Background: an optimization exercise with open tools, aiming at small area, a short achievable clock period and few clock cycles. Do not read the settings as production practice. RTL that was checked went through simulation tests only; none was proved equivalent to the original.

==> run a: inputs <==
==> flow/design.v (excerpt) <==
module ccore (
    input  wire        clk,
    input  wire        rst,       
    input  wire        we,        
    input  wire [9:0]  addr,      
    input  wire [31:0] wdata,     
    output reg  [31:0] rdata      
);
Settings: LEC_CHECK=0, CAP_MARGIN=20, CORE_MARGIN=2, CORE_UTILIZATION=40, SLEW_MARGIN=20; clock period 12.0 ns.
run.sh (not shown) runs the stock make flow with config.mk's settings and CLKGATE_MAP_FILE= SYNTH_SCRIPT=/design/flow/synth_recipe.tcl, a recipe that flattens the netlist after the stock synthesis.
==> inputs of run b, as changes to run a <==
--- a/flow/design.v
+++ b/flow/design.v
@@ -14,18 +14,19 @@
                      CW_LEN = 10'h013, T_LEN = 10'h014;
     localparam [2:0] OP_NOP = 3'd0, OP_BLEN = 3'd1, OP_SLEN = 3'd2, OP_DIV = 3'd3,
                      OP_ENC = 3'd4, OP_ANLZ = 3'd5, OP_POPC = 3'd6, OP_BINOM = 3'd7;
     localparam [2:0] F_INVALID_DIVISOR = 3'd1, F_INVARIANT = 3'd2, F_OVERFLOW = 3'd3,
                      F_BAD_OPERAND = 3'd4, F_ILLEGAL_CMD = 3'd5;
-    localparam [2:0] S_IDLE  = 3'd0,
-                     S_GDIV  = 3'd1,    
-                     S_CLR   = 3'd2,    
-                     S_ENUM  = 3'd3,    
-                     S_DRAIN = 3'd4,    
-                     S_FA    = 3'd5,    
-                     S_FB    = 3'd6,    
-                     S_FC    = 3'd7;    
+    localparam [3:0] S_IDLE  = 4'd0,
+                     S_GDIV  = 4'd1,    
+                     S_CLR   = 4'd2,    
+                     S_ENUM  = 4'd3,    
+                     S_DRAIN = 4'd4,    
+                     S_FA    = 4'd5,    
+                     S_FB    = 4'd6,    
+                     S_FM    = 4'd7,    
+                     S_FC    = 4'd8;    
     localparam KSTEP = 4;    
     function [5:0] bitlen;
         input [31:0] v;
         integer k;
         begin
@@ -123,13 +124,13 @@
     reg [13:0] co_28;
     reg [13:0] co_29;
     reg [13:0] co_30;
     reg [13:0] co_31;
     reg co_32;
-    reg [2:0]  state;
+    reg [3:0]  state;
     wire       busy = (state != S_IDLE);
-    wire       anlz_tab = state[2] | (state == S_CLR) | (state == S_ENUM);
+    wire       anlz_tab = (state != S_IDLE) && (state != S_GDIV);
     reg [31:0] gr;           
     reg [31:0] gq;           
     reg [31:0] gx;           
     reg [2:0]  gcnt;         
     reg [5:0]  fi;           
@@ -826,19 +827,18 @@
     wire [6:0]  kk = {1'b0, n_r} - {1'b0, b_r};           
     wire        kk_pos = !kk[6] && (kk != 7'd0);
     wire [31:0] u_last = (kk[5]) ? 32'hFFFF_FFFF : ((32'd1 << kk[4:0]) - 32'd1);
     wire [31:0] e_next = gr ^ sh_out;
     wire        e_last = (gx == u_last);
-    wire [29:0] fz      = tab_no;                          
-    wire [30:0] fa_no   = {1'b0, rom_c} - {1'b0, fz};
-    wire [43:0] fb_d    = {14'd0, fz} * 44'd10000;
+    wire [30:0] fb_no   = {1'b0, gx[29:0]} - {1'b0, gr[29:0]};
+    wire [43:0] fm_d    = {14'd0, gr[29:0]} * 44'd10000;
     wire [30:0] fc_t1   = {gr[29:0], gq[13]};
-    wire [31:0] fc_s1   = {1'b0, fc_t1} - {2'b0, rom_c};
+    wire [31:0] fc_s1   = {1'b0, fc_t1} - {2'b0, gx[29:0]};
     wire        fc_q1   = !fc_s1[31];
     wire [29:0] fc_r1   = fc_q1 ? fc_s1[29:0] : fc_t1[29:0];
     wire [30:0] fc_t2   = {fc_r1, gq[12]};
-    wire [31:0] fc_s2   = {1'b0, fc_t2} - {2'b0, rom_c};
+    wire [31:0] fc_s2   = {1'b0, fc_t2} - {2'b0, gx[29:0]};
     wire        fc_q2   = !fc_s2[31];
     wire [29:0] fc_r2   = fc_q2 ? fc_s2[29:0] : fc_t2[29:0];
     wire [13:0] fc_q    = {gq[11:0], fc_q1, fc_q2};
     reg [32:0] no_we, co_we;
     reg [29:0] no_wd;
@@ -854,14 +854,20 @@
             S_ENUM, S_DRAIN: begin
                 no_we[pc] = pv;
                 no_wd = tab_no + 30'd1;
             end
             S_FA: begin
+                no_we[fi] = (tab_no == 30'd0);
+                no_wd = rom_c;
+                co_we[fi] = (tab_no == 30'd0);
+                co_wd = 14'd10000;
+            end
+            S_FB: begin
                 no_we[fi] = 1'b1;
-                no_wd = fa_no[29:0];
-                co_we[fi] = (fz == 30'd0) || (fa_no == 31'd0);
-                co_wd = (fz == 30'd0) ? 14'd10000 : 14'd0;
+                no_wd = fb_no[29:0];
+                co_we[fi] = (fb_no == 31'd0);
+                co_wd = 14'd0;
             end
             S_FC: begin
                 co_we[fi] = (gcnt == 3'd0);
                 co_wd = fc_q;
             end
@@ -1062,19 +1068,23 @@
                     pv <= v1;
                     gcnt <= gcnt - 3'd1;
                     if (gcnt == 3'd0) state <= S_FA;
                 end
                 S_FA: begin
-                    if (fz == 30'd0 || fa_no == 31'd0) begin
-                        next_entry();
-                    end else begin
-                        state <= S_FB;
-                    end
+                    gx <= {2'd0, rom_c};
+                    gr <= {2'd0, tab_no};
+                    if (tab_no == 30'd0) next_entry();
+                    else state <= S_FB;
                 end
                 S_FB: begin
-                    gr <= {2'd0, fb_d[43:14]};
-                    gq <= {18'd0, fb_d[13:0]};
+                    gr <= {1'b0, fb_no};
+                    if (fb_no == 31'd0) next_entry();
+                    else state <= S_FM;
+                end
+                S_FM: begin
+                    gr <= {2'd0, fm_d[43:14]};
+                    gq <= {18'd0, fm_d[13:0]};
                     gcnt <= 3'd6;
                     state <= S_FC;
                 end
                 S_FC: begin
                     gr <= {2'd0, fc_r2};
==> flow/config.mk (replaced) <==
export PLATFORM = sky130hd
export DESIGN_NAME = ccore
export DESIGN_NICKNAME = ccore
export VERILOG_FILES = /design/flow/design.v
export SDC_FILE = /design/flow/constraint.sdc
export NUM_CORES = 8
export LEC_CHECK = 0
export ABC_CLOCK_PERIOD_IN_PS = 5000
export CAP_MARGIN = 20
export CORE_MARGIN = 2
export CORE_UTILIZATION = 40
export SETUP_SLACK_MARGIN = 5
export SLEW_MARGIN = 20
export TNS_END_PERCENT = 100
==> results.cfg <==
[outcome]
status = complete, but fails checks
violations = setup timing

[floorplanning]
initial_utilization_pct = 40.2
die_h_um = 471

[pwr]
pg_clk_mw = 4.94
ir_drop_mv = 0.134

[sta]
finalSetupViolations = 62
clock-skew-final_ns = 0.0919
fmax_mhz = 76.6
fin_ws_ns = -1.05

[layout]
final_area_um2 = 115000
fin_util_pct = 52.7
num-fill-cells = 19591

[clock_network]
insertion_delay_ns = 0.86
clk_pin_slew_ns = 0.07

[route]
route.met3.wl_um = 59900

[logic_synthesis]
synth-seq-cells = 1433

[critical_path]
path_depth = 78
-- figures above: run a

==> results.cfg <==
[route]
route.met3.wl_um = 85200

[logic_synthesis]
synth-seq-cells = 1434

[layout]
fin_util_pct = 55.4
final_area_um2 = 121000
num-fill-cells = 18640

[sta]
clock-skew-final_ns = 0.0927
fin_ws_ns = 2.73
finalSetupViolations = 0

[outcome]
status = timing/DRC/antenna clean

[floorplanning]
initial_utilization_pct = 40.1
die_h_um = 473

[pwr]
ir_drop_mv = 0.159

[clock_network]
insertion_delay_ns = 0.85
-- figures above: run b

Testbench counts of run b, summed over its fixed seeds: cycles 23,977.
Only the layout flow was run in run a; the RTL was not checked for function there.

## what the ideal ports hide
The results above use ideal ports. As a check the final layouts listed here were re-extracted and re-timed, cells and wires unchanged. Step 1 assumes that a clkbuf_16 drives the clock port and a buf_2 every other input. Step 2 also shifts input and output timing later by t, the mid clock arrival at the registers, as if the neighbouring blocks saw the same clock. Slacks: ideal ports / drivers / drivers and shift; pairs: ideal ports / drivers.
run | t (ns) | slack for setup (ns) | hold WS [ns] | worst data-port slew with drivers (ns) | pins driven straight from the clock port
run a | 0.902 | -1.055 / -1.040 / -1.942 | 0.455 / 0.455 / 0.455 | 0.18 | 1
run b | 0.895 | 2.734 / 2.667 / 2.197 | 0.459 / 0.459 / 0.459 | 0.08 | 1
The setup slack of run a, which loses most, moves by +0.015 ns with the drivers and by -0.887 ns with both steps.
